From an optimization exercise on the open Yosys and OpenROAD flow, aimed at small area, a short achievable clock period and few clock cycles per item; shortcuts taken in it are not production practice.
In this exercise RTL edits were held to simulation tests only and were not proved equivalent to the original.

== v11 ==
// otsu_threshold
module otsu_threshold (
    input  wire        clk,
    input  wire        rst,         
    input  wire        in_valid,
    output wire        in_ready,
    input  wire [31:0] in_data,
    input  wire        in_last,     
    input  wire [1:0]  in_count,    
    output wire        out_valid,
    input  wire        out_ready,
    output wire [7:0]  out_level
);
Size in the first run: ~28,000 cells after synthesis, ~3,700 flip-flops, about 49 I/O pins, about 260,000 um^2 of cells after synthesis.
clock: 45.0 ns
lec_check: 0
cap_margin: 35
core_margin: 2
core_utilization: 30
cts_cluster_diameter: 100
cts_cluster_size: 20
place_density: 0.45
slew_margin: 35
standard.sh (not shown) runs the stock make flow with config.mk's settings and CLKGATE_MAP_FILE= SYNTH_SCRIPT=/design/flow/synth_recipe.tcl, a recipe that flattens the netlist after the stock synthesis.
==> flow/flow/run.sh <==
#!/bin/bash
# The standard layout (standard.sh), with one change: the buffers that
# the flow puts on every input and output port are buf_4 cells rather than
# the flow's default pick (a slow delay buffer). Every port is still buffered.
# The flow's output goes to standard.log in this folder; ORFS's own logs stay
# under orfs/logs.
set -e
export BUFFER_PORTS_ARGS="-buffer_cell sky130_fd_sc_hd__buf_4"
bash standard.sh > standard.log 2>&1
v11: PASS, flow complete, no timing, DRC or antenna violations
Testbench counts of v11, summed over its fixed seeds: cycles 49,038, images 64.
diff inputs: v11 => v1
--- a/flow/design.v
+++ b/flow/design.v
@@ -281,37 +281,37 @@
     wire        gt   = ehi5 | (~elo5 & gt_m);
     wire        lt   = elo5 | (~ehi5 & lt_m);
     wire        bzs  = bz[st5];
     wire [29:0] ba   = st5 ? ba1 : ba0;
     wire [21:0] bb   = st5 ? bb1 : bb0;
     wire [7:0]  lvs  = st5 ? lvl1 : lvl0;
     wire        dec      = v5 & ~fbusy;
     wire        cand     = dec & c5;
     wire        acc_fast = bzs | (~z5 & gt);
     wire        unsure   = ~bzs & ~z5 & ~gt & ~lt;
     wire        fdone    = (fph == 3'd7);
-    wire        facc_ok  = ~facc[71];
+    wire        facc_ok  = ~facc[69];
     wire        fin_img  = mg5 & ((cand & ~unsure) | fdone);
     wire        fin_acc  = fdone ? facc_ok : acc_fast;
     wire [7:0]  fin_lvl  = fin_acc ? lv5 : lvs;
     assign      adv      = ~(fbusy & ~fdone) & ~(cand & unsure);
     reg  [2:0]  fph;            
     reg  [4:0]  fcnt;
-    reg  [71:0] ft;
-    wire [71:0] facc = {d1, d0};
+    reg  [69:0] ft;
+    reg  [69:0] facc;
     wire [29:0] fa = a5;
     wire [21:0] fb = b5;
     wire [2:0]  fe = esh5 - 3'd3;   
     wire        fe_neg = fe[2];
     wire [1:0]  fe_mag = fe_neg ? (~fe[1:0] + 2'd1) : fe[1:0];
-    wire [71:0] ft2    = {ft[70:0], 1'b0};
+    wire [69:0] ft2    = {ft[68:0], 1'b0};
     reg         rdy_o, ov_o;
     wire        rdy_n = ~(accept | (w_valid & ~consume)) |
                         (~(fin_last | (scan & ~(rd_en & ~any_rest))) & ~(accept ? in_last : w_last));
     wire        ov_n  = fin_img | (ov & ~out_ready);
     always @(posedge clk) begin
         rst_r <= rst;
         rdy   <= rst | rst_r | rdy_n;
         rdy_o <= ~rst & (rst_r | rdy_n);
         ov    <= rst | (~rst_r & ov_n);
         ov_o  <= ~rst & ~rst_r & ov_n;
         if (~rst & ~rst_r & fin_img)
@@ -442,73 +442,73 @@
             end
             if (fin_img) begin
                 busy <= 1'b0;
                 bz   <= 2'b11;
                 lvl0 <= 8'd0;
                 lvl1 <= 8'd0;
                 tog  <= 1'b0;
             end
             case (fph)
                 3'd0: begin
                     fcnt <= 5'd21;
-                    ft   <= 72'd0;
+                    ft   <= 70'd0;
+                    facc <= 70'd0;
                 end
                 3'd1: begin                   
-                    {d1, d0} <= 72'd0;
-                    ft <= ft2 + (fb[fcnt] ? {42'd0, ba} : 72'd0);
+                    ft <= ft2 + (fb[fcnt] ? {40'd0, ba} : 70'd0);
                     if (fcnt == 5'd0) begin
                         fph  <= 3'd2;
                         fcnt <= 5'd0;
                     end else
                         fcnt <= fcnt - 5'd1;
                 end
                 3'd2: begin                   
                     if (fe_neg && (fcnt[1:0] != fe_mag)) begin
                         ft   <= ft2;
                         fcnt <= fcnt + 5'd1;
                     end else begin
                         fph  <= 3'd3;
                         fcnt <= 5'd0;
                     end
                 end
                 3'd3: begin                   
                     if (ba[fcnt])
-                        {d1, d0} <= facc - ft;
+                        facc <= facc - ft;
                     ft <= ft2;
                     if (fcnt == 5'd29) begin
                         fph  <= 3'd4;
                         fcnt <= 5'd21;
-                        ft   <= 72'd0;
+                        ft   <= 70'd0;
                     end else
                         fcnt <= fcnt + 5'd1;
                 end
                 3'd4: begin                   
-                    ft <= ft2 + (bb[fcnt] ? {42'd0, fa} : 72'd0);
+                    ft <= ft2 + (bb[fcnt] ? {40'd0, fa} : 70'd0);
                     if (fcnt == 5'd0) begin
                         fph  <= 3'd5;
                         fcnt <= 5'd0;
                     end else
                         fcnt <= fcnt - 5'd1;
                 end
                 3'd5: begin                   
                     if (~fe_neg && (fcnt[1:0] != fe_mag)) begin
                         ft   <= ft2;
                         fcnt <= fcnt + 5'd1;
                     end else begin
                         fph  <= 3'd6;
                         fcnt <= 5'd0;
                     end
                 end
                 3'd6: begin                   
                     if (fa[fcnt])
-                        {d1, d0} <= facc + ft;
+                        facc <= facc + ft;
                     ft <= ft2;
                     if (fcnt == 5'd29)
                         fph <= 3'd7;
                     else
                         fcnt <= fcnt + 5'd1;
                 end
                 3'd7: begin                   
                     if (facc_ok & ~mg5) begin
                         bz[st5] <= 1'b0;
                         if (st5) begin
                             ba1 <= a5; bm1 <= m5; bb1 <= b5; bn1 <= n5; bq1 <= q5; lvl1 <= lv5;
[summary]
Sort v1 and v11 by sequential share of layout area asc -> top: v11
In v1, the met3 wire length came out 1.8% above the value in v11.
Wire length of the first global-routing pass of v1 falls short of that of v11 by a few percent.
Number of clock sinks in v1 is 66 higher than in v11
Comparing v1 and v11, the lower post-route cell area is on v1.
Testbench counts of v1, summed over its fixed seeds: cycles 49,038, images 64.

[afterwards: timing with drivers on the ports]
The results above use ideal ports. As a check the final layouts listed here were re-extracted and re-timed, cells and wires unchanged. Step 1, drivers: a clkbuf_16 drives clk and a buf_2 each remaining input, both assumed. Step 2 moves the port delays by t, midway between the first and last clock arrival at a register: inputs arrive t later, outputs are due t later. That takes back most of the time a late clock gives input paths. a / b / c = ideal / step 1 / step 2; a / b = the first two.
| run | t (ns) | setup slack, ns | worst hold slack (ns) | clock arrival spread, ns |
|---|---|---|---|---|
| v11 | 1.180 | 34.425 / 34.280 / 33.954 | 0.418 / 0.418 / 0.418 | 0.141 / 0.141 |
| v1 | 1.199 | 34.433 / 34.292 / 33.923 | 0.440 / 0.440 / 0.440 | 0.161 / 0.161 |
After both steps setup and hold are still met in every run listed. For v1, which loses most, drivers alone change the setup slack by -0.141 ns; drivers and shift together by -0.510 ns.
